From an optimization exercise on the open Yosys and OpenROAD flow, aimed at small area; shortcuts taken in it are not production practice.
Function was checked by simulation only, so behaviour that the tests miss may differ from the original.
Power is estimated from default activity; no workload was simulated.

### design.v
module fxp_mul (
    input  wire [31:0] acc,
    input  wire [31:0] m,
    input  wire [3:0]  d,
    input  wire [3:0]  inj,
    output wire [35:0] s
);
    wire pp0_0;
    wire pp0_1;
    wire pp0_2;
    wire pp0_3;
    wire pp0_4;
    wire pp0_5;
    wire pp0_6;
    wire pp0_7;
    wire pp0_8;
    wire pp0_9;
    wire pp0_10;
    wire pp0_11;
    wire pp0_12;
    wire pp0_13;
    wire pp0_14;
    wire pp0_15;
    wire pp0_16;
    wire pp0_17;
    wire pp0_18;
    wire pp0_19;
    wire pp0_20;
    wire pp0_21;
    wire pp0_22;
    wire pp0_23;
    wire pp0_24;
    wire pp0_25;
    wire pp0_26;
    wire pp0_27;
    wire pp0_28;
    wire pp0_29;
    wire pp0_30;
    wire pp0_31;
    wire pp1_0;
    wire pp1_1;
    wire pp1_2;
    wire pp1_3;
    wire pp1_4;
    wire pp1_5;
    wire pp1_6;
    wire pp1_7;
    wire pp1_8;
    wire pp1_9;
    wire pp1_10;
    wire pp1_11;
    wire pp1_12;
    wire pp1_13;
    wire pp1_14;
    wire pp1_15;
    wire pp1_16;
    wire pp1_17;
    wire pp1_18;
    wire pp1_19;
    wire pp1_20;
    wire pp1_21;
    wire pp1_22;
    wire pp1_23;
    wire pp1_24;
    wire pp1_25;
    wire pp1_26;
    wire pp1_27;
    wire pp1_28;
    wire pp1_29;
    wire pp1_30;
    wire pp1_31;
    wire pp2_0;
    wire pp2_1;
    wire pp2_2;
    wire pp2_3;
    wire pp2_4;
    wire pp2_5;
    wire pp2_6;
    wire pp2_7;
    wire pp2_8;
    wire pp2_9;
    wire pp2_10;
    wire pp2_11;
    wire pp2_12;
    wire pp2_13;
    wire pp2_14;
    wire pp2_15;
    wire pp2_16;
    wire pp2_17;
    wire pp2_18;
    wire pp2_19;
    wire pp2_20;
    wire pp2_21;
    wire pp2_22;
    wire pp2_23;
    wire pp2_24;
    wire pp2_25;
    wire pp2_26;
    wire pp2_27;
    wire pp2_28;
    wire pp2_29;
    wire pp2_30;
    wire pp2_31;
    wire pp3_0;
    wire pp3_1;
    wire pp3_2;
    wire pp3_3;
    wire pp3_4;
    wire pp3_5;
    wire pp3_6;
    wire pp3_7;
    wire pp3_8;
    wire pp3_9;
    wire pp3_10;
    wire pp3_11;
    wire pp3_12;
    wire pp3_13;
    wire pp3_14;
    wire pp3_15;
    wire pp3_16;
    wire pp3_17;
    wire pp3_18;
    wire pp3_19;
    wire pp3_20;
    wire pp3_21;
    wire pp3_22;
    wire pp3_23;
    wire pp3_24;
    wire pp3_25;
    wire pp3_26;
    wire pp3_27;
    wire pp3_28;
    wire pp3_29;
    wire pp3_30;
    wire pp3_31;
    wire s1;
    wire c2;
    wire s3;
    wire c4;
    wire s5;
    wire c6;
    wire s7;
    wire c8;
    wire s9;
    wire c10;
    wire s11;
    wire c12;
    wire s13;
    wire c14;
    wire s15;
    wire c16;
    wire s17;
    wire c18;
    wire s19;
    wire c20;
    wire s21;
    wire c22;
    wire s23;
    wire c24;
    wire s25;
    wire c26;
    wire s27;
    wire c28;
    wire s29;
    wire c30;
    wire s31;
    wire c32;
    wire s33;
    wire c34;
    wire s35;
    wire c36;
    wire s37;
    wire c38;
    wire s39;
    wire c40;
    wire s41;
    wire c42;
    wire s43;
    wire c44;
    wire s45;
    wire c46;
    wire s47;
    wire c48;
    wire s49;
    wire c50;
    wire s51;
    wire c52;
    wire s53;
    wire c54;
    wire s55;
    wire c56;
    wire s57;
    wire c58;
    wire s59;
    wire c60;
    wire s61;
    wire c62;
    wire s63;
    wire c64;
    wire s65;
    wire c66;
    wire s67;
    wire c68;
    wire s69;
    wire c70;
    wire s71;
    wire c72;
    wire s73;
    wire c74;
    wire s75;
    wire c76;
    wire s77;
    wire c78;
    wire s79;
    wire c80;
    wire s81;
    wire c82;
    wire s83;
    wire c84;
    wire s85;
    wire c86;
    wire s87;
    wire c88;
    wire s89;
    wire c90;
    wire s91;
    wire c92;
    wire s93;
    wire c94;
    wire s95;
    wire c96;
    wire s97;
    wire c98;
    wire s99;
    wire c100;
    wire s101;
    wire c102;
    wire s103;
    wire c104;
    wire s105;
    wire c106;
    wire s107;
    wire c108;
    wire s109;
    wire c110;
    wire s111;
    wire c112;
    wire s113;
    wire c114;
    wire s115;
    wire c116;
    wire s117;
    wire c118;
    wire s119;
    wire c120;
    wire s121;
    wire c122;
    wire s123;
    wire c124;
    wire s125;
    wire c126;
    wire s127;
    wire c128;
    wire s129;
    wire c130;
    wire s131;
    wire c132;
    wire s133;
    wire c134;
    wire s135;
    wire c136;
    wire s137;
    wire c138;
    wire s139;
    wire c140;
    wire s141;
    wire c142;
    wire s143;
    wire c144;
    wire s145;
    wire c146;
    wire s147;
    wire c148;
    wire s149;
    wire c150;
    wire s151;
    wire c152;
    wire s153;
    wire c154;
    wire s155;
    wire c156;
    wire s157;
    wire c158;
    wire s159;
    wire c160;
    wire s161;
    wire c162;
    wire s163;
    wire c164;
    wire s165;
    wire c166;
    wire s167;
    wire c168;
    wire s169;
    wire c170;
    wire s171;
    wire c172;
    wire s173;
    wire c174;
    wire s175;
    wire c176;
    wire s177;
    wire c178;
    wire s179;
    wire c180;
    wire s181;
    wire c182;
    wire s183;
    wire c184;
    wire s185;
    wire c186;
    wire s187;
    wire c188;
    wire s189;
    wire c190;
    wire s191;
    wire c192;
    wire s193;
    wire c194;
    wire s195;
    wire c196;
    wire s197;
    wire c198;
    wire s199;
    wire c200;
    wire s201;
    wire c202;
    wire s203;
    wire c204;
    wire s205;
    wire c206;
    wire s207;
    wire c208;
    wire s209;
    wire c210;
    wire s211;
    wire c212;
    wire s213;
    wire c214;
    wire s215;
    wire c216;
    wire s217;
    wire c218;
    wire s219;
    wire c220;
    wire s221;
    wire c222;
    wire s223;
    wire c224;
    wire s225;
    wire c226;
    wire s227;
    wire c228;
    wire s229;
    wire c230;
    wire s231;
    wire c232;
    wire s233;
    wire c234;
    wire s235;
    wire c236;
    wire s237;
    wire c238;
    wire s239;
    wire c240;
    wire s241;
    wire c242;
    wire s243;
    wire c244;
    wire s245;
    wire c246;
    wire s247;
    wire c248;
    wire s249;
    wire c250;
    wire s251;
    wire c252;
    wire s253;
    wire c254;
    wire s255;
    wire c256;
    wire r257;
    wire p258;
    wire r259;
    wire q260;
    wire p261;
    wire r262;
    wire q263;
    wire p264;
    wire r265;
    wire q266;
    wire p267;
    wire r268;
    wire q269;
    wire p270;
    wire r271;
    wire q272;
    wire p273;
    wire r274;
    wire q275;
    wire p276;
    wire r277;
    wire q278;
    wire p279;
    wire r280;
    wire q281;
    wire p282;
    wire r283;
    wire q284;
    wire p285;
    wire r286;
    wire q287;
    wire p288;
    wire r289;
    wire q290;
    wire p291;
    wire r292;
    wire q293;
    wire p294;
    wire r295;
    wire q296;
    assign pp0_0 = m[0] & d[0];
    assign pp0_1 = m[1] & d[0];
    assign pp0_2 = m[2] & d[0];
    assign pp0_3 = m[3] & d[0];
    assign pp0_4 = m[4] & d[0];
    assign pp0_5 = m[5] & d[0];
    assign pp0_6 = m[6] & d[0];
    assign pp0_7 = m[7] & d[0];
    assign pp0_8 = m[8] & d[0];
    assign pp0_9 = m[9] & d[0];
    assign pp0_10 = m[10] & d[0];
    assign pp0_11 = m[11] & d[0];
    assign pp0_12 = m[12] & d[0];
    assign pp0_13 = m[13] & d[0];
    assign pp0_14 = m[14] & d[0];
    assign pp0_15 = m[15] & d[0];
    assign pp0_16 = m[16] & d[0];
    assign pp0_17 = m[17] & d[0];
    assign pp0_18 = m[18] & d[0];
    assign pp0_19 = m[19] & d[0];
    assign pp0_20 = m[20] & d[0];
    assign pp0_21 = m[21] & d[0];
    assign pp0_22 = m[22] & d[0];
    assign pp0_23 = m[23] & d[0];
    assign pp0_24 = m[24] & d[0];
    assign pp0_25 = m[25] & d[0];
    assign pp0_26 = m[26] & d[0];
    assign pp0_27 = m[27] & d[0];
    assign pp0_28 = m[28] & d[0];
    assign pp0_29 = m[29] & d[0];
    assign pp0_30 = m[30] & d[0];
    assign pp0_31 = m[31] & d[0];
    assign pp1_0 = m[0] & d[1];
    assign pp1_1 = m[1] & d[1];
    assign pp1_2 = m[2] & d[1];
    assign pp1_3 = m[3] & d[1];
    assign pp1_4 = m[4] & d[1];
    assign pp1_5 = m[5] & d[1];
    assign pp1_6 = m[6] & d[1];
    assign pp1_7 = m[7] & d[1];
    assign pp1_8 = m[8] & d[1];
    assign pp1_9 = m[9] & d[1];
    assign pp1_10 = m[10] & d[1];
    assign pp1_11 = m[11] & d[1];
    assign pp1_12 = m[12] & d[1];
    assign pp1_13 = m[13] & d[1];
    assign pp1_14 = m[14] & d[1];
    assign pp1_15 = m[15] & d[1];
    assign pp1_16 = m[16] & d[1];
    assign pp1_17 = m[17] & d[1];
    assign pp1_18 = m[18] & d[1];
    assign pp1_19 = m[19] & d[1];
    assign pp1_20 = m[20] & d[1];
    assign pp1_21 = m[21] & d[1];
    assign pp1_22 = m[22] & d[1];
    assign pp1_23 = m[23] & d[1];
    assign pp1_24 = m[24] & d[1];
    assign pp1_25 = m[25] & d[1];
    assign pp1_26 = m[26] & d[1];
    assign pp1_27 = m[27] & d[1];
    assign pp1_28 = m[28] & d[1];
    assign pp1_29 = m[29] & d[1];
    assign pp1_30 = m[30] & d[1];
    assign pp1_31 = m[31] & d[1];
    assign pp2_0 = m[0] & d[2];
    assign pp2_1 = m[1] & d[2];
    assign pp2_2 = m[2] & d[2];
    assign pp2_3 = m[3] & d[2];
    assign pp2_4 = m[4] & d[2];
    assign pp2_5 = m[5] & d[2];
    assign pp2_6 = m[6] & d[2];
    assign pp2_7 = m[7] & d[2];
    assign pp2_8 = m[8] & d[2];
    assign pp2_9 = m[9] & d[2];
    assign pp2_10 = m[10] & d[2];
    assign pp2_11 = m[11] & d[2];
    assign pp2_12 = m[12] & d[2];
    assign pp2_13 = m[13] & d[2];
    assign pp2_14 = m[14] & d[2];
    assign pp2_15 = m[15] & d[2];
    assign pp2_16 = m[16] & d[2];
    assign pp2_17 = m[17] & d[2];
    assign pp2_18 = m[18] & d[2];
    assign pp2_19 = m[19] & d[2];
    assign pp2_20 = m[20] & d[2];
    assign pp2_21 = m[21] & d[2];
    assign pp2_22 = m[22] & d[2];
    assign pp2_23 = m[23] & d[2];
    assign pp2_24 = m[24] & d[2];
    assign pp2_25 = m[25] & d[2];
    assign pp2_26 = m[26] & d[2];
    assign pp2_27 = m[27] & d[2];
    assign pp2_28 = m[28] & d[2];
    assign pp2_29 = m[29] & d[2];
    assign pp2_30 = m[30] & d[2];
    assign pp2_31 = m[31] & d[2];
    assign pp3_0 = m[0] & d[3];
    assign pp3_1 = m[1] & d[3];
    assign pp3_2 = m[2] & d[3];
    assign pp3_3 = m[3] & d[3];
    assign pp3_4 = m[4] & d[3];
    assign pp3_5 = m[5] & d[3];
    assign pp3_6 = m[6] & d[3];
    assign pp3_7 = m[7] & d[3];
    assign pp3_8 = m[8] & d[3];
    assign pp3_9 = m[9] & d[3];
    assign pp3_10 = m[10] & d[3];
    assign pp3_11 = m[11] & d[3];
    assign pp3_12 = m[12] & d[3];
    assign pp3_13 = m[13] & d[3];
    assign pp3_14 = m[14] & d[3];
    assign pp3_15 = m[15] & d[3];
    assign pp3_16 = m[16] & d[3];
    assign pp3_17 = m[17] & d[3];
    assign pp3_18 = m[18] & d[3];
    assign pp3_19 = m[19] & d[3];
    assign pp3_20 = m[20] & d[3];
    assign pp3_21 = m[21] & d[3];
    assign pp3_22 = m[22] & d[3];
    assign pp3_23 = m[23] & d[3];
    assign pp3_24 = m[24] & d[3];
    assign pp3_25 = m[25] & d[3];
    assign pp3_26 = m[26] & d[3];
    assign pp3_27 = m[27] & d[3];
    assign pp3_28 = m[28] & d[3];
    assign pp3_29 = m[29] & d[3];
    assign pp3_30 = m[30] & d[3];
    assign pp3_31 = m[31] & d[3];
    assign s1 = acc[0] ^ pp0_0 ^ inj[0];
    assign c2 = (acc[0] & pp0_0) | (inj[0] & (acc[0] ^ pp0_0));
    assign s3 = acc[1] ^ pp0_1 ^ pp1_0;
    assign c4 = (acc[1] & pp0_1) | (pp1_0 & (acc[1] ^ pp0_1));
    assign s5 = acc[2] ^ pp0_2 ^ pp1_1;
    assign c6 = (acc[2] & pp0_2) | (pp1_1 & (acc[2] ^ pp0_2));
    assign s7 = acc[3] ^ pp0_3 ^ pp1_2;
    assign c8 = (acc[3] & pp0_3) | (pp1_2 & (acc[3] ^ pp0_3));
    assign s9 = pp2_1 ^ pp3_0 ^ inj[3];
    assign c10 = (pp2_1 & pp3_0) | (inj[3] & (pp2_1 ^ pp3_0));
    assign s11 = acc[4] ^ pp0_4 ^ pp1_3;
    assign c12 = (acc[4] & pp0_4) | (pp1_3 & (acc[4] ^ pp0_4));
    assign s13 = acc[5] ^ pp0_5 ^ pp1_4;
    assign c14 = (acc[5] & pp0_5) | (pp1_4 & (acc[5] ^ pp0_5));
    assign s15 = acc[6] ^ pp0_6 ^ pp1_5;
    assign c16 = (acc[6] & pp0_6) | (pp1_5 & (acc[6] ^ pp0_6));
    assign s17 = acc[7] ^ pp0_7 ^ pp1_6;
    assign c18 = (acc[7] & pp0_7) | (pp1_6 & (acc[7] ^ pp0_7));
    assign s19 = acc[8] ^ pp0_8 ^ pp1_7;
    assign c20 = (acc[8] & pp0_8) | (pp1_7 & (acc[8] ^ pp0_8));
    assign s21 = acc[9] ^ pp0_9 ^ pp1_8;
    assign c22 = (acc[9] & pp0_9) | (pp1_8 & (acc[9] ^ pp0_9));
    assign s23 = acc[10] ^ pp0_10 ^ pp1_9;
    assign c24 = (acc[10] & pp0_10) | (pp1_9 & (acc[10] ^ pp0_10));
    assign s25 = acc[11] ^ pp0_11 ^ pp1_10;
    assign c26 = (acc[11] & pp0_11) | (pp1_10 & (acc[11] ^ pp0_11));
    assign s27 = acc[12] ^ pp0_12 ^ pp1_11;
    assign c28 = (acc[12] & pp0_12) | (pp1_11 & (acc[12] ^ pp0_12));
    assign s29 = acc[13] ^ pp0_13 ^ pp1_12;
    assign c30 = (acc[13] & pp0_13) | (pp1_12 & (acc[13] ^ pp0_13));
    assign s31 = acc[14] ^ pp0_14 ^ pp1_13;
    assign c32 = (acc[14] & pp0_14) | (pp1_13 & (acc[14] ^ pp0_14));
    assign s33 = acc[15] ^ pp0_15 ^ pp1_14;
    assign c34 = (acc[15] & pp0_15) | (pp1_14 & (acc[15] ^ pp0_15));
    assign s35 = acc[16] ^ pp0_16 ^ pp1_15;
    assign c36 = (acc[16] & pp0_16) | (pp1_15 & (acc[16] ^ pp0_16));
    assign s37 = acc[17] ^ pp0_17 ^ pp1_16;
    assign c38 = (acc[17] & pp0_17) | (pp1_16 & (acc[17] ^ pp0_17));
    assign s39 = acc[18] ^ pp0_18 ^ pp1_17;
    assign c40 = (acc[18] & pp0_18) | (pp1_17 & (acc[18] ^ pp0_18));
    assign s41 = acc[19] ^ pp0_19 ^ pp1_18;
    assign c42 = (acc[19] & pp0_19) | (pp1_18 & (acc[19] ^ pp0_19));
    assign s43 = acc[20] ^ pp0_20 ^ pp1_19;
    assign c44 = (acc[20] & pp0_20) | (pp1_19 & (acc[20] ^ pp0_20));
    assign s45 = acc[21] ^ pp0_21 ^ pp1_20;
    assign c46 = (acc[21] & pp0_21) | (pp1_20 & (acc[21] ^ pp0_21));
    assign s47 = acc[22] ^ pp0_22 ^ pp1_21;
    assign c48 = (acc[22] & pp0_22) | (pp1_21 & (acc[22] ^ pp0_22));
    assign s49 = acc[23] ^ pp0_23 ^ pp1_22;
    assign c50 = (acc[23] & pp0_23) | (pp1_22 & (acc[23] ^ pp0_23));
    assign s51 = acc[24] ^ pp0_24 ^ pp1_23;
    assign c52 = (acc[24] & pp0_24) | (pp1_23 & (acc[24] ^ pp0_24));
    assign s53 = acc[25] ^ pp0_25 ^ pp1_24;
    assign c54 = (acc[25] & pp0_25) | (pp1_24 & (acc[25] ^ pp0_25));
    assign s55 = acc[26] ^ pp0_26 ^ pp1_25;
    assign c56 = (acc[26] & pp0_26) | (pp1_25 & (acc[26] ^ pp0_26));
    assign s57 = acc[27] ^ pp0_27 ^ pp1_26;
    assign c58 = (acc[27] & pp0_27) | (pp1_26 & (acc[27] ^ pp0_27));
    assign s59 = acc[28] ^ pp0_28 ^ pp1_27;
    assign c60 = (acc[28] & pp0_28) | (pp1_27 & (acc[28] ^ pp0_28));
    assign s61 = acc[29] ^ pp0_29 ^ pp1_28;
    assign c62 = (acc[29] & pp0_29) | (pp1_28 & (acc[29] ^ pp0_29));
    assign s63 = acc[30] ^ pp0_30 ^ pp1_29;
    assign c64 = (acc[30] & pp0_30) | (pp1_29 & (acc[30] ^ pp0_30));
    assign s65 = acc[31] ^ pp0_31 ^ pp1_30;
    assign c66 = (acc[31] & pp0_31) | (pp1_30 & (acc[31] ^ pp0_31));
    assign s67 = pp1_31 ^ pp2_30 ^ pp3_29;
    assign c68 = (pp1_31 & pp2_30) | (pp3_29 & (pp1_31 ^ pp2_30));
    assign s69 = inj[1] ^ c2 ^ s3;
    assign c70 = (inj[1] & c2) | (s3 & (inj[1] ^ c2));
    assign s71 = pp2_0 ^ inj[2] ^ c4;
    assign c72 = (pp2_0 & inj[2]) | (c4 & (pp2_0 ^ inj[2]));
    assign s73 = c6 ^ s7 ^ s9;
    assign c74 = (c6 & s7) | (s9 & (c6 ^ s7));
    assign s75 = pp2_2 ^ pp3_1 ^ c8;
    assign c76 = (pp2_2 & pp3_1) | (c8 & (pp2_2 ^ pp3_1));
    assign s77 = pp2_3 ^ pp3_2 ^ c12;
    assign c78 = (pp2_3 & pp3_2) | (c12 & (pp2_3 ^ pp3_2));
    assign s79 = pp2_4 ^ pp3_3 ^ c14;
    assign c80 = (pp2_4 & pp3_3) | (c14 & (pp2_4 ^ pp3_3));
    assign s81 = pp2_5 ^ pp3_4 ^ c16;
    assign c82 = (pp2_5 & pp3_4) | (c16 & (pp2_5 ^ pp3_4));
    assign s83 = pp2_6 ^ pp3_5 ^ c18;
    assign c84 = (pp2_6 & pp3_5) | (c18 & (pp2_6 ^ pp3_5));
    assign s85 = pp2_7 ^ pp3_6 ^ c20;
    assign c86 = (pp2_7 & pp3_6) | (c20 & (pp2_7 ^ pp3_6));
    assign s87 = pp2_8 ^ pp3_7 ^ c22;
    assign c88 = (pp2_8 & pp3_7) | (c22 & (pp2_8 ^ pp3_7));
    assign s89 = pp2_9 ^ pp3_8 ^ c24;
    assign c90 = (pp2_9 & pp3_8) | (c24 & (pp2_9 ^ pp3_8));
    assign s91 = pp2_10 ^ pp3_9 ^ c26;
    assign c92 = (pp2_10 & pp3_9) | (c26 & (pp2_10 ^ pp3_9));
    assign s93 = pp2_11 ^ pp3_10 ^ c28;
    assign c94 = (pp2_11 & pp3_10) | (c28 & (pp2_11 ^ pp3_10));
    assign s95 = pp2_12 ^ pp3_11 ^ c30;
    assign c96 = (pp2_12 & pp3_11) | (c30 & (pp2_12 ^ pp3_11));
    assign s97 = pp2_13 ^ pp3_12 ^ c32;
    assign c98 = (pp2_13 & pp3_12) | (c32 & (pp2_13 ^ pp3_12));
    assign s99 = pp2_14 ^ pp3_13 ^ c34;
    assign c100 = (pp2_14 & pp3_13) | (c34 & (pp2_14 ^ pp3_13));
    assign s101 = pp2_15 ^ pp3_14 ^ c36;
    assign c102 = (pp2_15 & pp3_14) | (c36 & (pp2_15 ^ pp3_14));
    assign s103 = pp2_16 ^ pp3_15 ^ c38;
    assign c104 = (pp2_16 & pp3_15) | (c38 & (pp2_16 ^ pp3_15));
    assign s105 = pp2_17 ^ pp3_16 ^ c40;
    assign c106 = (pp2_17 & pp3_16) | (c40 & (pp2_17 ^ pp3_16));
    assign s107 = pp2_18 ^ pp3_17 ^ c42;
    assign c108 = (pp2_18 & pp3_17) | (c42 & (pp2_18 ^ pp3_17));
    assign s109 = pp2_19 ^ pp3_18 ^ c44;
    assign c110 = (pp2_19 & pp3_18) | (c44 & (pp2_19 ^ pp3_18));
    assign s111 = pp2_20 ^ pp3_19 ^ c46;
    assign c112 = (pp2_20 & pp3_19) | (c46 & (pp2_20 ^ pp3_19));
    assign s113 = pp2_21 ^ pp3_20 ^ c48;
    assign c114 = (pp2_21 & pp3_20) | (c48 & (pp2_21 ^ pp3_20));
    assign s115 = pp2_22 ^ pp3_21 ^ c50;
    assign c116 = (pp2_22 & pp3_21) | (c50 & (pp2_22 ^ pp3_21));
    assign s117 = pp2_23 ^ pp3_22 ^ c52;
    assign c118 = (pp2_23 & pp3_22) | (c52 & (pp2_23 ^ pp3_22));
    assign s119 = pp2_24 ^ pp3_23 ^ c54;
    assign c120 = (pp2_24 & pp3_23) | (c54 & (pp2_24 ^ pp3_23));
    assign s121 = pp2_25 ^ pp3_24 ^ c56;
    assign c122 = (pp2_25 & pp3_24) | (c56 & (pp2_25 ^ pp3_24));
    assign s123 = pp2_26 ^ pp3_25 ^ c58;
    assign c124 = (pp2_26 & pp3_25) | (c58 & (pp2_26 ^ pp3_25));
    assign s125 = pp2_27 ^ pp3_26 ^ c60;
    assign c126 = (pp2_27 & pp3_26) | (c60 & (pp2_27 ^ pp3_26));
    assign s127 = pp2_28 ^ pp3_27 ^ c62;
    assign c128 = (pp2_28 & pp3_27) | (c62 & (pp2_28 ^ pp3_27));
    assign s129 = pp2_29 ^ pp3_28 ^ c64;
    assign c130 = (pp2_29 & pp3_28) | (c64 & (pp2_29 ^ pp3_28));
    assign s131 = pp2_31 ^ pp3_30 ^ c68;
    assign c132 = (pp2_31 & pp3_30) | (c68 & (pp2_31 ^ pp3_30));
    assign s133 = s5 ^ c70 ^ s71;
    assign c134 = (s5 & c70) | (s71 & (s5 ^ c70));
    assign s135 = c10 ^ s11 ^ c74;
    assign c136 = (c10 & s11) | (c74 & (c10 ^ s11));
    assign s137 = s13 ^ c76 ^ s77;
    assign c138 = (s13 & c76) | (s77 & (s13 ^ c76));
    assign s139 = s15 ^ c78 ^ s79;
    assign c140 = (s15 & c78) | (s79 & (s15 ^ c78));
    assign s141 = s17 ^ c80 ^ s81;
    assign c142 = (s17 & c80) | (s81 & (s17 ^ c80));
    assign s143 = s19 ^ c82 ^ s83;
    assign c144 = (s19 & c82) | (s83 & (s19 ^ c82));
    assign s145 = s21 ^ c84 ^ s85;
    assign c146 = (s21 & c84) | (s85 & (s21 ^ c84));
    assign s147 = s23 ^ c86 ^ s87;
    assign c148 = (s23 & c86) | (s87 & (s23 ^ c86));
    assign s149 = s25 ^ c88 ^ s89;
    assign c150 = (s25 & c88) | (s89 & (s25 ^ c88));
    assign s151 = s27 ^ c90 ^ s91;
    assign c152 = (s27 & c90) | (s91 & (s27 ^ c90));
    assign s153 = s29 ^ c92 ^ s93;
    assign c154 = (s29 & c92) | (s93 & (s29 ^ c92));
    assign s155 = s31 ^ c94 ^ s95;
    assign c156 = (s31 & c94) | (s95 & (s31 ^ c94));
    assign s157 = s33 ^ c96 ^ s97;
    assign c158 = (s33 & c96) | (s97 & (s33 ^ c96));
    assign s159 = s35 ^ c98 ^ s99;
    assign c160 = (s35 & c98) | (s99 & (s35 ^ c98));
    assign s161 = s37 ^ c100 ^ s101;
    assign c162 = (s37 & c100) | (s101 & (s37 ^ c100));
    assign s163 = s39 ^ c102 ^ s103;
    assign c164 = (s39 & c102) | (s103 & (s39 ^ c102));
    assign s165 = s41 ^ c104 ^ s105;
    assign c166 = (s41 & c104) | (s105 & (s41 ^ c104));
    assign s167 = s43 ^ c106 ^ s107;
    assign c168 = (s43 & c106) | (s107 & (s43 ^ c106));
    assign s169 = s45 ^ c108 ^ s109;
    assign c170 = (s45 & c108) | (s109 & (s45 ^ c108));
    assign s171 = s47 ^ c110 ^ s111;
    assign c172 = (s47 & c110) | (s111 & (s47 ^ c110));
    assign s173 = s49 ^ c112 ^ s113;
    assign c174 = (s49 & c112) | (s113 & (s49 ^ c112));
    assign s175 = s51 ^ c114 ^ s115;
    assign c176 = (s51 & c114) | (s115 & (s51 ^ c114));
    assign s177 = s53 ^ c116 ^ s117;
    assign c178 = (s53 & c116) | (s117 & (s53 ^ c116));
    assign s179 = s55 ^ c118 ^ s119;
    assign c180 = (s55 & c118) | (s119 & (s55 ^ c118));
    assign s181 = s57 ^ c120 ^ s121;
    assign c182 = (s57 & c120) | (s121 & (s57 ^ c120));
    assign s183 = s59 ^ c122 ^ s123;
    assign c184 = (s59 & c122) | (s123 & (s59 ^ c122));
    assign s185 = s61 ^ c124 ^ s125;
    assign c186 = (s61 & c124) | (s125 & (s61 ^ c124));
    assign s187 = s63 ^ c126 ^ s127;
    assign c188 = (s63 & c126) | (s127 & (s63 ^ c126));
    assign s189 = s65 ^ c128 ^ s129;
    assign c190 = (s65 & c128) | (s129 & (s65 ^ c128));
    assign s191 = c66 ^ s67 ^ c130;
    assign c192 = (c66 & s67) | (c130 & (c66 ^ s67));
    assign s193 = c72 ^ s73 ^ c134;
    assign c194 = (c72 & s73) | (c134 & (c72 ^ s73));
    assign s195 = s75 ^ s135 ^ c194;
    assign c196 = (s75 & s135) | (c194 & (s75 ^ s135));
    assign s197 = c136 ^ s137 ^ c196;
    assign c198 = (c136 & s137) | (c196 & (c136 ^ s137));
    assign s199 = c138 ^ s139 ^ c198;
    assign c200 = (c138 & s139) | (c198 & (c138 ^ s139));
    assign s201 = c140 ^ s141 ^ c200;
    assign c202 = (c140 & s141) | (c200 & (c140 ^ s141));
    assign s203 = c142 ^ s143 ^ c202;
    assign c204 = (c142 & s143) | (c202 & (c142 ^ s143));
    assign s205 = c144 ^ s145 ^ c204;
    assign c206 = (c144 & s145) | (c204 & (c144 ^ s145));
    assign s207 = c146 ^ s147 ^ c206;
    assign c208 = (c146 & s147) | (c206 & (c146 ^ s147));
    assign s209 = c148 ^ s149 ^ c208;
    assign c210 = (c148 & s149) | (c208 & (c148 ^ s149));
    assign s211 = c150 ^ s151 ^ c210;
    assign c212 = (c150 & s151) | (c210 & (c150 ^ s151));
    assign s213 = c152 ^ s153 ^ c212;
    assign c214 = (c152 & s153) | (c212 & (c152 ^ s153));
    assign s215 = c154 ^ s155 ^ c214;
    assign c216 = (c154 & s155) | (c214 & (c154 ^ s155));
    assign s217 = c156 ^ s157 ^ c216;
    assign c218 = (c156 & s157) | (c216 & (c156 ^ s157));
    assign s219 = c158 ^ s159 ^ c218;
    assign c220 = (c158 & s159) | (c218 & (c158 ^ s159));
    assign s221 = c160 ^ s161 ^ c220;
    assign c222 = (c160 & s161) | (c220 & (c160 ^ s161));
    assign s223 = c162 ^ s163 ^ c222;
    assign c224 = (c162 & s163) | (c222 & (c162 ^ s163));
    assign s225 = c164 ^ s165 ^ c224;
    assign c226 = (c164 & s165) | (c224 & (c164 ^ s165));
    assign s227 = c166 ^ s167 ^ c226;
    assign c228 = (c166 & s167) | (c226 & (c166 ^ s167));
    assign s229 = c168 ^ s169 ^ c228;
    assign c230 = (c168 & s169) | (c228 & (c168 ^ s169));
    assign s231 = c170 ^ s171;
    assign c232 = c170 & s171;
    assign s233 = c172 ^ s173 ^ c232;
    assign c234 = (c172 & s173) | (c232 & (c172 ^ s173));
    assign s235 = c174 ^ s175 ^ c234;
    assign c236 = (c174 & s175) | (c234 & (c174 ^ s175));
    assign s237 = c176 ^ s177 ^ c236;
    assign c238 = (c176 & s177) | (c236 & (c176 ^ s177));
    assign s239 = c178 ^ s179 ^ c238;
    assign c240 = (c178 & s179) | (c238 & (c178 ^ s179));
    assign s241 = c180 ^ s181 ^ c240;
    assign c242 = (c180 & s181) | (c240 & (c180 ^ s181));
    assign s243 = c182 ^ s183 ^ c242;
    assign c244 = (c182 & s183) | (c242 & (c182 ^ s183));
    assign s245 = c184 ^ s185 ^ c244;
    assign c246 = (c184 & s185) | (c244 & (c184 ^ s185));
    assign s247 = c186 ^ s187 ^ c246;
    assign c248 = (c186 & s187) | (c246 & (c186 ^ s187));
    assign s249 = c188 ^ s189 ^ c248;
    assign c250 = (c188 & s189) | (c248 & (c188 ^ s189));
    assign s251 = c190 ^ s191 ^ c250;
    assign c252 = (c190 & s191) | (c250 & (c190 ^ s191));
    assign s253 = s131 ^ c192 ^ c252;
    assign c254 = (s131 & c192) | (c252 & (s131 ^ c192));
    assign s255 = pp3_31 ^ c132 ^ c254;
    assign c256 = (pp3_31 & c132) | (c254 & (pp3_31 ^ c132));
    assign r257 = s231 ^ c230;
    assign p258 = c230 & s231;
    assign r259 = s233 ^ p258;
    assign q260 = s231 & s233;
    assign p261 = c230 & q260;
    assign r262 = s235 ^ p261;
    assign q263 = q260 & s235;
    assign p264 = c230 & q263;
    assign r265 = s237 ^ p264;
    assign q266 = q263 & s237;
    assign p267 = c230 & q266;
    assign r268 = s239 ^ p267;
    assign q269 = q266 & s239;
    assign p270 = c230 & q269;
    assign r271 = s241 ^ p270;
    assign q272 = q269 & s241;
    assign p273 = c230 & q272;
    assign r274 = s243 ^ p273;
    assign q275 = q272 & s243;
    assign p276 = c230 & q275;
    assign r277 = s245 ^ p276;
    assign q278 = q275 & s245;
    assign p279 = c230 & q278;
    assign r280 = s247 ^ p279;
    assign q281 = q278 & s247;
    assign p282 = c230 & q281;
    assign r283 = s249 ^ p282;
    assign q284 = q281 & s249;
    assign p285 = c230 & q284;
    assign r286 = s251 ^ p285;
    assign q287 = q284 & s251;
    assign p288 = c230 & q287;
    assign r289 = s253 ^ p288;
    assign q290 = q287 & s253;
    assign p291 = c230 & q290;
    assign r292 = s255 ^ p291;
    assign q293 = q290 & s255;
    assign p294 = c230 & q293;
    assign r295 = c256 ^ p294;
    assign q296 = q293 & c256;
    assign s[0] = s1;
    assign s[1] = s69;
    assign s[2] = s133;
    assign s[3] = s193;
    assign s[4] = s195;
    assign s[5] = s197;
    assign s[6] = s199;
    assign s[7] = s201;
    assign s[8] = s203;
    assign s[9] = s205;
    assign s[10] = s207;
    assign s[11] = s209;
    assign s[12] = s211;
    assign s[13] = s213;
    assign s[14] = s215;
    assign s[15] = s217;
    assign s[16] = s219;
    assign s[17] = s221;
    assign s[18] = s223;
    assign s[19] = s225;
    assign s[20] = s227;
    assign s[21] = s229;
    assign s[22] = r257;
    assign s[23] = r259;
    assign s[24] = r262;
    assign s[25] = r265;
    assign s[26] = r268;
    assign s[27] = r271;
    assign s[28] = r274;
    assign s[29] = r277;
    assign s[30] = r280;
    assign s[31] = r283;
    assign s[32] = r286;
    assign s[33] = r289;
    assign s[34] = r292;
    assign s[35] = r295;
endmodule
module fxp_arith32 (
    input  wire        clk,
    input  wire        rst,
    input  wire        in_valid,
    output wire        in_ready,
    input  wire [1:0]  op,
    input  wire [31:0] a,
    input  wire [31:0] b,
    output reg         out_valid,
    output wire [62:0] result,
    output reg         ovf,
    output wire        trunc,
    output wire [1:0]  div_state,
    output wire [2:0]  div_iter,
    output reg  [10:0] cost
);
    reg        busy;
    reg [5:0]  t;
    reg [1:0]  opr;
    reg        conv;
    reg        nc;
    reg [31:0] ar, br, acc;
    assign in_ready = !busy;
    wire is_div = opr[1] & opr[0];
    wire is_mul = opr[1] & ~opr[0];
    wire addsub = ~opr[1];
    wire t_ge48   = t[5] & t[4];
    wire div_norm = is_div & ~t_ge48;
    wire mul_pre  = is_mul & (t[3:2] == 2'd0);
    wire step7    = (t[2:0] == 3'd7);
    wire t_is51  = (t == 6'd51);
    wire t_is59  = (t == 6'd59);
    wire mul_t3  = (t[3:0] == 4'd3);
    wire done    = is_div ? t_is59 : (is_mul ? (t[3:0] == 4'd11) : step7);
    wire pend    = is_div ? ((~t_ge48 & step7) | t_is51 | t_is59)
                          : (is_mul ? mul_t3 : step7);
    wire pre_end = (is_mul & mul_t3) | (is_div & t_is51);
    wire       shift = addsub | (is_mul & ~mul_pre);
    wire [2:0] didx  = shift ? 3'd0 : {t[2] ^ (mul_pre | t_ge48), t[1:0]};
    reg  [3:0] raw;
    always @(*) begin
        case (didx)
            3'd0: raw = br[3:0];
            3'd1: raw = br[7:4];
            3'd2: raw = br[11:8];
            3'd3: raw = br[15:12];
            3'd4: raw = br[19:16];
            3'd5: raw = br[23:20];
            3'd6: raw = br[27:24];
            default: raw = br[31:28];
        endcase
    end
    wire       inv = opr[0];                  
    wire       c0  = (is_div & (t == 6'd48)) ? ~|br[15:0] : nc;
    wire [3:0] rv  = raw ^ {4{inv}};
    wire [4:0] xc  = {1'b0, rv} + {4'd0, c0};
    wire [3:0] x   = xc[3:0];
    wire [3:0]  d   = addsub ? {3'b000, t == 6'd0} : x;
    wire [3:0]  inj = addsub ? x : 4'd0;
    wire        selB = div_norm & t[3];
    wire [31:0] m   = selB ? br : ar;
    wire [35:0] s;
    fxp_mul u_step (.acc(acc), .m(m), .d(d), .inj(inj), .s(s));
    wire        ld_ai = div_norm & ~t[3] & step7;
    wire        ld_bi = (div_norm & t[3] & step7) | (is_div & t_is59);
    always @(posedge clk) begin
        if (rst) begin
            busy      <= 1'b0;
            out_valid <= 1'b0;
        end else begin
            out_valid <= busy & done;
            if (!busy)
                busy <= in_valid;
            else if (done)
                busy <= 1'b0;
        end
    end
    always @(posedge clk) begin
        t <= busy ? t + 6'd1 : 6'd0;
        if (!busy) begin
            opr  <= op;
            conv <= (b == 32'h8000_0000);
            nc   <= op[0];
            ar   <= a;
            br   <= b;
            acc  <= 32'd0;
        end else begin
            nc  <= (is_div & pend) ? 1'b1 : xc[4];
            acc <= pend ? 32'd0 : s[35:4];    
            if (ld_ai)
                ar <= s[34:3];
            if (ld_bi)
                br <= s[34:3];
            else if (shift)
                br <= {s[3:0], br[31:4]};
            if (pre_end)
                ovf <= s[35];
            else if (done)
                ovf <= addsub ? s[4] : (s[35] & ~ovf);
        end
    end
    assign result    = {acc[30:0], br};
    assign trunc     = is_div;
    assign div_state = {is_div, is_div & ~conv};
    assign div_iter  = {is_div & ~conv, 1'b0, is_div};
    always @(*) begin
        case (opr)
            2'd0:    cost = 11'd128;
            2'd1:    cost = 11'd160;
            2'd2:    cost = 11'd273;
            default: cost = conv ? 11'd273 : 11'd1525;
        endcase
    end
endmodule
### flow/run.sh
#!/bin/bash
# Layout flow: the standard layout (standard.sh) with two changes.
# 1. Synthesis runs Yosys's synth with -noabc, which skips the generic
#    "abc -fast" pass that precedes full-adder extraction, so the adder
#    equations of rtl/fxp_mul.v map to full-adder cells without inverters
#    between them. The rest of the synthesis script is the standard flow's unchanged
#    (-nofsm -noshare, the same registers, flattening, renaming and the
#    final technology mapping).
# 2. The buffer that global placement puts on every input and output port
#    is the smallest buffer cell, sky130_fd_sc_hd__buf_1, instead of the
#    cell buffer_ports picks by default. Every port still gets its own
#    buffer.
# Floorplan, power grid, tap cells, clock tree and routing are standard.
# Each make run's output goes to its own log here, each step's to orfs/logs/.
set -euo pipefail
sed -e '1s/yosys synth -nofsm -noshare /yosys synth -nofsm -noshare -noabc /' \
    synth_recipe.tcl > synth_noabc.tcl
grep -q -- '-noabc' synth_noabc.tcl
sed -e 's#synth_recipe\.tcl#synth_noabc.tcl#g' standard.sh > synth_noabc.sh
grep -q 'synth_noabc\.tcl' synth_noabc.sh
bash synth_noabc.sh synth > synth.log 2>&1
bash standard.sh 'BUFFER_PORTS_ARGS=-buffer_cell sky130_fd_sc_hd__buf_1' finish > layout.log 2>&1
test -f out/final.def
### standard.sh
#!/bin/bash
# synth_recipe.tcl (not shown) runs the flow's synth.tcl, then flattens the netlist and writes it again
# the make line also repeats each setting of config.mk as NAME=value (left out here)
make -C /OpenROAD-flow-scripts/flow DESIGN_CONFIG=/design/flow/config.mk WORK_HOME=/design/flow/orfs CLKGATE_MAP_FILE= SYNTH_SCRIPT=/design/flow/synth_recipe.tcl "${@:-finish}"
### config.mk
export PLATFORM = sky130hd
export DESIGN_NAME = fxp_arith32
export DESIGN_NICKNAME = fxp_arith32
export VERILOG_FILES = /design/flow/design.v
export SDC_FILE = /design/flow/constraint.sdc
export NUM_CORES = 4
export LEC_CHECK = 0
export ABC_AREA = 1
export CAP_MARGIN = 20
export CORE_MARGIN = 2
export CORE_UTILIZATION = 40
export CTS_BUF_LIST = sky130_fd_sc_hd__clkbuf_8
export CTS_CLUSTER_DIAMETER = 100
export CTS_CLUSTER_SIZE = 40
export PLACE_DENSITY = 0.6
export SLEW_MARGIN = 20
### constraint.sdc
create_clock -name core_clock -period 15.0 [get_ports {clk}]
set_input_delay 3.0000 -clock core_clock [delete_from_list [all_inputs] [get_ports {clk}]]
set_output_delay 3.0000 -clock core_clock [all_outputs]
set_load 0.01 [all_outputs]
==> summary.txt, run 1 <==
post-synthesis cell area: 0.00932 mm^2
outcome: timing/DRC/antenna clean
largest net degree at the start of global routing: 56
Clk Tree Root Cell: clkbuf_8
shortest period the worst path allows: 14.21 ns
worst slack at placement: 0.511 ns
startpoint types: register
wire per inst: 19.4 um
DRC: 0
Tightest Hold Check Type: register to register
aggregate global-route resource usage: 23.4%
met1 Use GR: 32.9%
Routed Antenna Nets: 0
Initial Util: 40.9%
initial antenna violation count: 0
ys async rst share: 0%
main area contributors after synthesis: fa_1 (27%), edfxtp_1 (22%), dfxtp_1 (8.8%), nor2_1 (7.9%), nand2_1 (5.8%)
library cells used by synthesis: 44
period utilization: 94.7%
Clock Path Buffers: 2
Die Wd: 157 um
Via Count: 7,438
Design Power: 2.41 mW
worst-skew pair later-pin latency: 0.40 ns
critical path fanouts, max: 12
Max stage delay cell, worst path: fa_1
synth warn: 1
Ports: 152
gr busiest metal: met2
FMAX: 0.0704 GHz
share of layout cells above drive strength 1: 7.91%
CTS tree: built
Synth top area share: 27.3%
IO Port Bufs: 147
vias in the first global route: 7,551
placed wire-length estimate: 21,500 um
met2 usage: 37.6%
Vias per Instance: 5.22
critical path class: register to register
std cell rows: 55
most frequent CP cell: fa_1
drt pass-1 iters: 5
ant diodes: 0
Lkg Pwr: 4.33 nW
Synth Register Bits: 109
die area: 0.0245 mm^2
total power density per cell area: 240 mW/mm^2
# clock sinks: 109
TNS Setup: 0 ns
Layout fillers: 2,289
setup ws final: 0.789 ns
Final Max Slew Viols: 0
H-tree Lvls: 3
worst path arrival time: 14.38 ns
wirelength, routed: 27,600 um
final setup vio count: 0
initial DRC count: 579
final number of hold-violating endpoints: 0
biggest area consumer among synthesized cells: fa_1
IR drop worst, VDD: 0.000120 V
chip height: 157 um
post-synthesis sequential area ratio: 30.7%
met3 usage: 3.74%
RSZ-0062 raised after global routing: no
post-synthesis cell count: 1,015
Reg2Reg Setup Slack: 0.79 ns
Clock Skew: 0.0206 ns
Final Util: 44.2%
area delta synth->final: 8.11%
Overflow after GRT: 0
most frequent cells after synthesis: nor2_1 (195), nand2_1 (145), fa_1 (127)
max-cap viol count: 0
Critical Path End Type: register
CP Data Required Time: 15.17 ns
Post-CTS Hold Fix Bufs: 0
crit-path max cell delay: 0.47 ns
Clock Pin Slew Worst Setup and Hold Paths: 0.12 ns
Mean Syn Cell Area: 9.18 um^2
most frequent cell after synthesis: nor2_1
global placement routability congestion: 0.869
Most used DFF post-synth: edfxtp_1
global-route wire length before repair: 42,900 um
Relative slew margins: 29.4%
NumNets Final: 1,317
Post-synth EDFFs: 68
hold_ws: 0.575 ns
core box area: 0.0228 mm^2
Num CTS Buffers: 9
Tightest Pin Transition: 1.05 ns
==> layout make-up <==
| class | instances | area [um^2] | area share (%) |
|---|---|---|---|
| multi-input combinational | 742 | 5630 | 55.9 |
| sequential | 109 | 2860 | 28.4 |
| timing repair buffer | 164 | 692 | 6.87 |
| tap | 313 | 392 | 3.89 |
| inverter | 82 | 309 | 3.07 |
| clock buffer | 9 | 124 | 1.23 |
| clock inverter | 7 | 60.1 | 0.596 |
==> flip-flops by register name, summed over array words and instances (netlist names) <==
name / flops
acc: 32
conv: 1
out_valid: 1
t: 6
busy: 1
nc: 1
ar: 32
ovf: 1
br: 32
opr: 2
==> metrics by stage <==
step / cells / area [um^2]
floorplan: 1018 / 9330
global placement: 1408 / 9850
detailed placement: 1408 / 9850
CTS: 1424 / 10000
global route: 1426 / 10100
finish: 1426 / 10100
==> logic make-up after synthesis <==
kind of cell	synth area share (%)
simple gates	21.1
compound gates	7.49
fa+ha+maj	29.0
mux	1.61
xor+xnor	0.752
other cells	0.0402
buf+inv	9.30
flops	30.7
==> cells in the final DEF, fill, tap and decap left out, types with 10 or more instances in the layout <==
| master | netlist | routed |
|---|---|---|
| nand3_1 | 34 | 34 |
| dfxtp_1 | 41 | 40 |
| nor2_1 | 195 | 195 |
| buf_4 | 43 | 16 |
| nand2_1 | 145 | 145 |
| fa_1 | 127 | 126 |
| a21oi_1 | 18 | 17 |
| buf_1 | 0 | 147 |
| edfxtp_1 | 68 | 68 |
| inv_1 | 81 | 82 |
| o22ai_1 | 10 | 10 |
| o21ai_0 | 78 | 78 |
| nor2_2 | 33 | 32 |
| ha_1 | 13 | 12 |
| mux2i_1 | 15 | 15 |
==> final timing paths <==
path | startpoint | to | depth (start not counted)
max | opr[0] | br[30] | 47
min | t[5] | t[5] | 2
max reg2reg | opr[0] | br[30] | 47
min reg2reg | t[5] | t[5] | 2
==> worst max-delay path: cells and delay by family, from the launching register on <==
| kind | cells | cell delay, ns |
|---|---|---|
| AOI/OAI and AO/OA | 4 | 0.46 |
| buffers and inverters | 2 | 0.32 |
| xor gates and xnor gates | 2 | 0.40 |
| adders and majority gates | 25 | 10.93 |
| DFF | 1 | 0.37 |
| and+or+nand+nor | 14 | 1.52 |
==> timing repair <==
action	CTS	global route
buffers inserted	0	2
setup endpoints to repair	0	7
resized for setup	0	4
==> power by group <==
part / switching, mW / leakage, nW / internal, mW
clock: 0.109 / 0.103 / 0.0759
sequential: 0.0831 / 1.03 / 0.457
combinational: 1.04 / 3.20 / 0.646
total: 1.23 / 4.33 / 1.18
==> per-layer routing <==
metal / vias up / share of wire (%) / wire [um]
li1: 3398 / - / -
met1: 3664 / 43 / 12000
met2: 340 / 47 / 13000
met3: 36 / 7.4 / 2030
met4: 0 / 2.1 / 570
met5: - / 0 / 0
==> run 2, diff against run 1 <==
--- a/design.v
+++ b/design.v
@@ -916,45 +916,46 @@
     wire is_div = opr[1] & opr[0];
     wire is_mul = opr[1] & ~opr[0];
     wire addsub = ~opr[1];
-    wire t_ge48   = t[5] & t[4];
-    wire div_norm = is_div & ~t_ge48;
+    wire t_fin    = t[5] & t[4];               
+    wire div_norm = is_div & ~t_fin;
+    wire div_bi   = div_norm & t[3];           
     wire mul_pre  = is_mul & (t[3:2] == 2'd0);
+    wire mul_idle = is_mul & (t[3:2] == 2'd1);
     wire step7    = (t[2:0] == 3'd7);
-    wire t_is51  = (t == 6'd51);
-    wire t_is59  = (t == 6'd59);
-    wire mul_t3  = (t[3:0] == 4'd3);
-    wire done    = is_div ? t_is59 : (is_mul ? (t[3:0] == 4'd11) : step7);
-    wire pend    = is_div ? ((~t_ge48 & step7) | t_is51 | t_is59)
-                          : (is_mul ? mul_t3 : step7);
+    wire t_is51 = (t == 6'd51);
+    wire t_is59 = (t == 6'd59);
+    wire mul_t3 = (t[3:0] == 4'd3);
+    wire done   = is_div ? t_is59 : (is_mul ? (t[3:0] == 4'd15) : step7);
+    wire pend   = is_div ? ((~t_fin & step7) | t_is51 | t_is59)
+                         : (is_mul ? mul_t3 : step7);
     wire pre_end = (is_mul & mul_t3) | (is_div & t_is51);
-    wire       shift = addsub | (is_mul & ~mul_pre);
-    wire [2:0] didx  = shift ? 3'd0 : {t[2] ^ (mul_pre | t_ge48), t[1:0]};
-    reg  [3:0] raw;
+    wire       tap16 = mul_pre | (is_div & t_fin);
+    reg  [3:0] araw;
     always @(*) begin
-        case (didx)
-            3'd0: raw = br[3:0];
-            3'd1: raw = br[7:4];
-            3'd2: raw = br[11:8];
-            3'd3: raw = br[15:12];
-            3'd4: raw = br[19:16];
-            3'd5: raw = br[23:20];
-            3'd6: raw = br[27:24];
-            default: raw = br[31:28];
+        case (t[2:0])
+            3'd0:  araw = ar[3:0];
+            3'd1:  araw = ar[7:4];
+            3'd2:  araw = ar[11:8];
+            3'd3:  araw = ar[15:12];
+            3'd4:  araw = ar[19:16];
+            3'd5:  araw = ar[23:20];
+            3'd6:  araw = ar[27:24];
+            default: araw = ar[31:28];
         endcase
     end
+    wire [3:0] raw = div_bi ? araw : (tap16 ? br[19:16] : br[3:0]);
     wire       inv = opr[0];                  
     wire       c0  = (is_div & (t == 6'd48)) ? ~|br[15:0] : nc;
     wire [3:0] rv  = raw ^ {4{inv}};
     wire [4:0] xc  = {1'b0, rv} + {4'd0, c0};
     wire [3:0] x   = xc[3:0];
-    wire [3:0]  d   = addsub ? {3'b000, t == 6'd0} : x;
+    wire [3:0]  d   = addsub ? {3'b000, t == 6'd0} : (mul_idle ? 4'd0 : x);
     wire [3:0]  inj = addsub ? x : 4'd0;
-    wire        selB = div_norm & t[3];
-    wire [31:0] m   = selB ? br : ar;
     wire [35:0] s;
-    fxp_mul u_step (.acc(acc), .m(m), .d(d), .inj(inj), .s(s));
-    wire        ld_ai = div_norm & ~t[3] & step7;
-    wire        ld_bi = (div_norm & t[3] & step7) | (is_div & t_is59);
+    fxp_mul u_step (.acc(acc), .m(ar), .d(d), .inj(inj), .s(s));
+    wire        ld_a = div_norm & step7;
+    wire        ld_b = ld_a | (is_div & t_is59);
+    wire        shin = addsub | (is_mul & t[3]);
     always @(posedge clk) begin
         if (rst) begin
             busy      <= 1'b0;
@@ -971,20 +972,21 @@
         t <= busy ? t + 6'd1 : 6'd0;
         if (!busy) begin
             opr  <= op;
-            conv <= (b == 32'h8000_0000);
             nc   <= op[0];
             ar   <= a;
             br   <= b;
             acc  <= 32'd0;
         end else begin
             nc  <= (is_div & pend) ? 1'b1 : xc[4];
+            if (t[5:3] == 3'd0)
+                conv <= ((t[2:0] == 3'd0) | conv) & (x == {step7, 3'b000});
             acc <= pend ? 32'd0 : s[35:4];    
-            if (ld_ai)
-                ar <= s[34:3];
-            if (ld_bi)
+            if (ld_a)
+                ar <= {br[3:0], br[31:4]};    
+            if (ld_b)
                 br <= s[34:3];
-            else if (shift)
-                br <= {s[3:0], br[31:4]};
+            else
+                br <= {shin ? s[3:0] : br[3:0], br[31:4]};
             if (pre_end)
                 ovf <= s[35];
             else if (done)
--- a/config.mk
+++ b/config.mk
@@ -9,8 +9,5 @@
 export CAP_MARGIN = 20
 export CORE_MARGIN = 2
 export CORE_UTILIZATION = 40
-export CTS_BUF_LIST = sky130_fd_sc_hd__clkbuf_8
-export CTS_CLUSTER_DIAMETER = 100
-export CTS_CLUSTER_SIZE = 40
 export PLACE_DENSITY = 0.6
 export SLEW_MARGIN = 20
==> run 2 against run 1 <==
Compared with the run above: sequential power shrank 25%; sequential share of layout area is 1.4 points lower; count of clock-buffer cells in the layout grew 1; total power shrank 39%; final cell count is 6.2% lower; sequential cell count unchanged; core utilization grew 0.24 points; wire length shrank 13%; area after synthesis down 7.1%; critical endpoint is now ovf; critical path depth shrank 2; highest routed layer unchanged.
==> summary.txt, run 2 <==
Lkg Pwr: 4.29 nW (was 4.33 nW)
Layout fillers: 2,146 (was 2,289)
RSZ-0062 raised after global routing: no (unchanged)
Post-synth EDFFs: 36 (was 68)
Overflow after GRT: 0 (unchanged)
Mean Syn Cell Area: 8.98 um^2 (was 9.18 um^2)
ant diodes: 0 (unchanged)
register area: 0.00254 mm^2 (was 0.00286 mm^2)
Synth top area share: 29.4% (was 27.3%)
IO Port Bufs: 147 (unchanged)
Post-CTS Hold Fix Bufs: 0 (unchanged)
most frequent CP cell: fa_1 (unchanged)
Max stage delay cell, worst path: fa_1 (unchanged)
post-synthesis sequential area ratio: 29.4% (was 30.7%)
library cells used by synthesis: 42 (was 44)
critical path class: register to register (unchanged)
Critical Path End Type: register (unchanged)
FMAX: 0.0710 GHz (was 0.0704 GHz)
DRC: 0 (unchanged)
post-synthesis cell area: 0.00865 mm^2 (was 0.00932 mm^2)
max-cap viol count: 0 (unchanged)
most frequent cell after synthesis: nor2_1 (unchanged)
largest net degree at the start of global routing: 64 (was 56)
wirelength, routed: 23,900 um (was 27,600 um)
# resized after CTS: 0 (unchanged)
core box area: 0.0212 mm^2 (was 0.0228 mm^2)
drt pass-1 iters: 5 (unchanged)
cell area after placement: 0.00912 mm^2 (was 0.00985 mm^2)
critical path fanouts, max: 19 (was 12)
Multi-input gate area: 0.00525 mm^2 (was 0.00563 mm^2)
Ports: 152 (unchanged)
period utilization: 93.9% (was 94.7%)
shortest period the worst path allows: 14.08 ns (was 14.21 ns)
Top Registers: acc x32, ar x32, br x32 (unchanged)
TNS Setup: 0 ns (unchanged)
Clock power frac: 16.7% (was 7.7%)
Tightest Hold Check Type: register to register (unchanged)
global placement routability congestion: 0.890 (was 0.869)
total power density per cell area: 157 mW/mm^2 (was 240 mW/mm^2)
biggest area consumer among synthesized cells: fa_1 (unchanged)
Final Cell Area: 0.00941 mm^2 (was 0.0101 mm^2)
ys async rst share: 0% (unchanged)
final number of hold-violating endpoints: 0 (unchanged)
synth warn: 1 (unchanged)
CTS tree: built (unchanged)
internal power: 810 uW (was 1.18 mW)
part of the power in registers: 27.3% (was 22.4%)
initial DRC count: 357 (was 579)
chip height: 151 um (was 157 um)
leading cell type in the layout, fill and taps excluded: nor2_1 (unchanged)
Synth Register Bits: 109 (unchanged)
Tightest Pin Transition: 0.713 ns (was 1.05 ns)
die area: 0.0228 mm^2 (was 0.0245 mm^2)
std cell rows: 53 (was 55)
Clock Path Buffers: 2 (unchanged)
worst path arrival time: 14.19 ns (was 14.38 ns)
startpoint types: register (unchanged)
Die Wd: 151 um (was 157 um)
global-route wire length before repair: 37,900 um (was 42,900 um)
main area contributors after synthesis: fa_1 (29%), dfxtp_1 (17%), edfxtp_1 (12%), nor2_1 (11%), nand2_1 (4.2%) (was fa_1 (27%), edfxtp_1 (22%), dfxtp_1 (8.8%), nor2_1 (7.9%), nand2_1 (5.8%))
outcome: timing/DRC/antenna clean (unchanged)
Via Count: 6,674 (was 7,438)
Comb power frac: 56.0% (was 70.0%)
commonest cells after routing, fill and taps aside: nor2_1 (258), buf_1 (147), fa_1 (127) (was nor2_1 (195), buf_1 (147), nand2_1 (145))
NumNets Final: 1,269 (was 1,317)
Vias per Instance: 4.99 (was 5.22)
IR drop worst, VDD: 0.0000687 V (was 0.000120 V)
wire per inst: 17.9 um (was 19.4 um)
Setup Buffers After CTS: 0 (unchanged)
CP Data Required Time: 15.11 ns (was 15.17 ns)
Routed Antenna Nets: 0 (unchanged)
post-synthesis cell count: 964 (was 1,015)
worst-skew pair later-pin latency: 0.36 ns (was 0.40 ns)
share of layout cells above drive strength 1: 4.42% (was 7.91%)
Final Max Slew Viols: 0 (unchanged)
crit-path max cell delay: 0.56 ns (was 0.47 ns)
Clk Tree Root Cell: clkbuf_16 (was clkbuf_8)
Final Util: 44.5% (was 44.2%)
final setup vio count: 0 (unchanged)
Switch Pwr: 664 uW (was 1.23 mW)
aggregate global-route resource usage: 22.0% (was 23.4%)
area delta synth->final: 8.72% (was 8.11%)
most frequent cells after synthesis: nor2_1 (258), fa_1 (127), nand2_1 (96) (was nor2_1 (195), nand2_1 (145), fa_1 (127))
Relative slew margins: 52.3% (was 29.4%)
Switching Share: 45.0% (was 51.2%)
Clock Skew: 0.00755 ns (was 0.0206 ns)
# clock sinks: 109 (unchanged)
initial antenna violation count: 1 (was 0)
Clock Pin Slew Worst Setup and Hold Paths: 0.08 ns (was 0.12 ns)
Most used DFF post-synth: dfxtp_1 (was edfxtp_1)
Initial Util: 40.9% (about the same)
Num CTS Buffers: 9 (unchanged)
placed wire-length estimate: 18,600 um (was 21,500 um)
H-tree Lvls: 3 (unchanged)
vias in the first global route: 6,854 (was 7,551)
-- run 2: cell count changes after synthesis, sizes merged, moves of 7 or more --
cell	previous run	this run
o21ai	83	32
o21a	9	20
edfxtp	68	36
mux2i	15	1
clkbuf	28	15
dfxtp	41	73
nand2	148	102
o22ai	10	23
o221ai	0	8
inv	81	98
a21oi	18	8
xor2	5	12
nor2	232	267
-- run 2: per-stage QoR --
step	worst slack, ns	instances	hold WS [ns]	total power, mW
global placement	1.15	1322	0.469	1.22
CTS	0.882	1338	0.503	1.49
finish	0.920	1338	0.500	1.47
global route	0.110	1338	0.533	1.62
detailed placement	0.939	1322	0.484	1.23
floorplan	1.79	967	0.448	1.03
-- run 2: area by class of cell --
| type | instances | share of cell area [%] |
|---|---|---|
| clock buffers | 10 | 2.43 |
| clock inverters | 6 | 0.652 |
| inverters | 99 | 3.95 |
| multi-input cells | 684 | 55.8 |
| flip-flops and latches | 109 | 27.0 |
| well taps | 275 | 3.66 |
| repair buffers | 155 | 6.50 |
-- run 2: cells by family after synthesis --
family                     share of synthesized area [%]
muxes                                              0.116
DFF                                                 29.4
xor gates and xnor gates                            1.32
adders and majority gates                           31.6
other                                             0.0433
AOI/OAI and AO/OA                                   7.23
and+or+nand+nor                                     20.2
buffers and inverters                               10.1
-- run 2: metal layers --
metal | track usage (%) | share of wire [%]
met5 | 0 | 0
met4 | 6.50 | 2.1
met3 | 5.21 | 6.0
met2 | 35.3 | 48
met1 | 29.8 | 44
-- run 2: power groups by stage --
stage | Sequential (mW) | Combinational [mW] | Clock [mW]
6_report | 0.403 | 0.825 | 0.246
5_1_grt | 0.410 | 0.951 | 0.261
4_1_cts | 0.404 | 0.835 | 0.252
3_5_place_dp | 0.410 | 0.821 | 0
3_3_place_gp | 0.411 | 0.811 | 0
2_1_floorplan | 0.395 | 0.635 | 0
-- run 2: final timing paths --
kind / slack (ns) / endpoint / startpoint / depth (start not counted)
max: 0.92 / ovf / opr[0] / 45
min: 0.50 / t[0] / t[0] / 1
max reg2reg: 0.92 / ovf / opr[0] / 45
min reg2reg: 0.50 / t[0] / t[0] / 1
-- run 2: critical path: cells and delay by family (launching register included) --
| family | cells | cell delay [ns] |
|---|---|---|
| and+or+nand+nor | 12 | 1.34 |
| AOI/OAI and AO/OA | 2 | 0.18 |
| xor gates and xnor gates | 2 | 0.38 |
| muxes | 1 | 0.20 |
| adders and majority gates | 24 | 10.60 |
| DFF | 1 | 0.52 |
| buffers and inverters | 4 | 0.58 |
==> run 3, diff against run 2 <==
--- a/config.mk
+++ b/config.mk
@@ -9,5 +9,8 @@
 export CAP_MARGIN = 20
 export CORE_MARGIN = 2
 export CORE_UTILIZATION = 40
+export CTS_BUF_LIST = sky130_fd_sc_hd__clkbuf_8
+export CTS_CLUSTER_DIAMETER = 60
+export CTS_CLUSTER_SIZE = 30
 export PLACE_DENSITY = 0.6
 export SLEW_MARGIN = 20
==> run 3 against run 2 <==
Compared with the run above: sequential power hardly changed; count of clock-buffer cells in the layout is 1 lower; cell area is 1.1% lower; core utilization is 0.48 points lower; largest cell class unchanged; critical endpoint unchanged; wire length is 0.63% lower; largest power group unchanged; die area stayed put; critical path depth stayed put; sequential share of layout area is 0.29 points higher; worst hold slack better by 0.0081 ns; first-iteration DRC count is 1.4% lower; clock skew is 0.0076 ns higher.
==> summary.txt, run 3 <==
final number of hold-violating endpoints: 0 (unchanged)
Layout fillers: 2,150 (was 2,146)
main area contributors after synthesis: fa_1 (29%), dfxtp_1 (17%), edfxtp_1 (12%), nor2_1 (11%), nand2_1 (4.2%) (unchanged)
global placement routability congestion: 0.890 (unchanged)
wirelength, routed: 23,800 um (was 23,900 um)
Vias per Instance: 4.99 (unchanged)
CTS tree: built (unchanged)
Tightest Pin Transition: 0.703 ns (was 0.713 ns)
total power density per cell area: 151 mW/mm^2 (was 157 mW/mm^2)
CP Data Required Time: 15.16 ns (was 15.11 ns)
Initial Util: 40.9% (unchanged)
DRC: 0 (unchanged)
Top Registers: acc x32, ar x32, br x32 (unchanged)
synth warn: 1 (unchanged)
max-cap viol count: 0 (unchanged)
Routed Antenna Nets: 0 (unchanged)
Overflow after GRT: 0 (unchanged)
critical path fanouts, max: 19 (unchanged)
# resized after CTS: 0 (unchanged)
critical path class: register to register (unchanged)
met1 Use GR: 29.6% (was 29.8%)
Setup Buffers After CTS: 0 (unchanged)
worst-skew pair later-pin latency: 0.40 ns (was 0.36 ns)
most frequent CP cell: fa_1 (unchanged)
H-tree Lvls: 3 (unchanged)
Critical Path End Type: register (unchanged)
shortest period the worst path allows: 14.06 ns (was 14.08 ns)
largest net degree at the start of global routing: 64 (unchanged)
std cell rows: 53 (unchanged)
Final Max Slew Viols: 0 (unchanged)
Switch Pwr: 653 uW (was 664 uW)
most frequent cell after synthesis: nor2_1 (unchanged)
Lkg Pwr: 4.25 nW (was 4.29 nW)
Num CTS Buffers: 9 (unchanged)
placed wire-length estimate: 18,600 um (unchanged)
biggest area consumer among synthesized cells: fa_1 (unchanged)
Via Count: 6,674 (unchanged)
Post-CTS Hold Fix Bufs: 0 (unchanged)
IO Port Bufs: 147 (unchanged)
Post-synth EDFFs: 36 (unchanged)
period utilization: 93.7% (was 93.9%)
Max stage delay cell, worst path: fa_1 (unchanged)
post-synthesis cell area: 0.00865 mm^2 (unchanged)
gr busiest metal: met2 (unchanged)
Design Power: 1.41 mW (was 1.47 mW)
most frequent cells after synthesis: nor2_1 (258), fa_1 (127), nand2_1 (96) (unchanged)
Clock Path Buffers: 2 (unchanged)
core box area: 0.0212 mm^2 (unchanged)
post-synthesis sequential area ratio: 29.4% (unchanged)
Post-Place Cells: 1,322 (unchanged)
drt pass-1 iters: 5 (unchanged)
TNS Setup: 0 ns (unchanged)
hold_ws: 0.508 ns (was 0.500 ns)
crit-path max cell delay: 0.56 ns (about the same)
leading cell type in the layout, fill and taps excluded: nor2_1 (unchanged)
internal power: 755 uW (was 810 uW)
Cell Count, Final, Fillers Out: 1,338 (unchanged)
Comb power frac: 58.2% (was 56.0%)
cells on worst reg2reg path: 45 (unchanged)
met2 usage: 35.0% (was 35.3%)
Tightest Hold Check Type: register to register (unchanged)
outcome: timing/DRC/antenna clean (unchanged)
initial DRC count: 352 (was 357)
area delta synth->final: 7.55% (was 8.72%)
final setup vio count: 0 (unchanged)
wire per inst: 17.8 um (was 17.9 um)
Mean Syn Cell Area: 8.98 um^2 (unchanged)
vias in the first global route: 6,838 (was 6,854)
part of the power in registers: 28.6% (was 27.3%)
worst hold path depth: 1 (unchanged)
Synth top area share: 29.4% (unchanged)
Die Wd: 151 um (unchanged)
ant diodes: 0 (unchanged)
FMAX: 0.0711 GHz (was 0.0710 GHz)
chip height: 151 um (unchanged)
IR drop worst, VDD: 0.0000682 V (was 0.0000687 V)
Clock Pin Slew Worst Setup and Hold Paths: 0.11 ns (was 0.08 ns)
Clock power frac: 13.2% (was 16.7%)
NumNets Final: 1,269 (unchanged)
Ports: 152 (unchanged)
Relative slew margins: 53.1% (was 52.3%)
ys async rst share: 0% (unchanged)
worst path arrival time: 14.22 ns (was 14.19 ns)
setup ws final: 0.940 ns (was 0.920 ns)
aggregate global-route resource usage: 21.9% (was 22.0%)
share of layout cells above drive strength 1: 4.42% (unchanged)
Synth Register Bits: 109 (unchanged)
worst slack at placement: 0.939 ns (unchanged)
post-synthesis cell count: 964 (unchanged)
initial antenna violation count: 1 (unchanged)
commonest cells after routing, fill and taps aside: nor2_1 (258), buf_1 (147), fa_1 (127) (unchanged)
Switching Share: 46.4% (was 45.0%)
Clock Skew: 0.0152 ns (was 0.00755 ns)
die area: 0.0228 mm^2 (unchanged)
# clock sinks: 109 (unchanged)
Clk Tree Root Cell: clkbuf_8 (was clkbuf_16)
library cells used by synthesis: 42 (unchanged)
RSZ-0062 raised after global routing: no (unchanged)
met3 usage: 5.12% (was 5.21%)
global-route wire length before repair: 37,700 um (was 37,900 um)
Most used DFF post-synth: dfxtp_1 (unchanged)
startpoint types: register (unchanged)
## run 3: cell counts after synthesis
No cell type changed its count.
## run 3: metal layers
layer,vias up,wire length (um)
li1,3171,-
met1,3257,10500
met2,214,11200
met3,32,1500
met4,0,500
met5,-,0
## run 3: power groups by stage
stage / clock network (mW) / registers (mW) / logic [mW]
2_1_floorplan: 0 / 0.395 / 0.635
3_3_place_gp: 0 / 0.411 / 0.811
3_5_place_dp: 0 / 0.410 / 0.821
4_1_cts: 0.193 / 0.404 / 0.829
5_1_grt: 0.202 / 0.409 / 0.948
6_report: 0.186 / 0.403 / 0.821
## run 3: final timing paths
kind | start | end | slack, ns
worst min-delay path | t[0] | t[0] | 0.51
worst max-delay path | opr[0] | ovf | 0.94
worst min register to register | t[0] | t[0] | 0.51
worst max register to register | opr[0] | ovf | 0.94
## run 3: cell type report
class	count	area [um^2]	share of cell area (%)
Clock inverter	7	65.1	0.699
Tap cell	275	344	3.70
Clock buffer	9	124	1.33
Inverter	99	372	3.99
Sequential cell	109	2540	27.3
Timing Repair Buffer	155	612	6.57
Multi-Input combinational cell	684	5250	56.4
## run 3: worst max-delay path: cells and delay by family (launching register included)
kind | cells | cell delay, ns
fa+ha+maj | 24 | 10.57
simple gates | 12 | 1.35
buf+inv | 4 | 0.59
flops | 1 | 0.54
xor+xnor | 2 | 0.38
mux | 1 | 0.20
compound gates | 2 | 0.18
## run 3: metrics by stage
stage,instance area [um^2],utilization [%]
final,9310,44.0
after CTS,9310,44.0
after detailed placement,9120,43.1
after global placement,9120,43.1
after floorplan,8660,-
after global routing,9310,44.0
## run 3: kinds of logic after synthesis
| kind of cell | after synthesis | share of synthesized area, % |
|---|---|---|
| other | 1 | 0.0433 |
| buffers and inverters | 174 | 10.1 |
| AND/OR/NAND/NOR | 425 | 20.2 |
| adder cells (fa/ha/maj) | 142 | 31.6 |
| flip-flops | 109 | 29.4 |
| XOR/XNOR | 13 | 1.32 |
| AO/OA/AOI/OAI | 99 | 7.23 |
| multiplexers | 1 | 0.116 |

separate check: timing with driven ports:
Ports are ideal in the flow. The routed layouts listed here were re-timed in OpenROAD.
Step 1 assumes that a clkbuf_16 drives the clock port and a buf_2 every other input.
Step 2 also shifts input and output timing later by t, the mid clock arrival at the registers, as if the neighbouring blocks saw the same clock.
Slacks: ideal ports / drivers / drivers and shift; pairs: ideal ports / drivers.
run | t, ns | setup slack, ns | slew at the worst register clock pin (ns)
run 1 | 0.434 | 0.789 / 0.789 / 0.789 | 0.12 / 0.12
run 2 | 0.404 | 0.920 / 0.920 / 0.920 | 0.08 / 0.08
run 3 | 0.431 | 0.940 / 0.940 / 0.940 | 0.11 / 0.11
After both steps setup and hold are still met in every run listed.
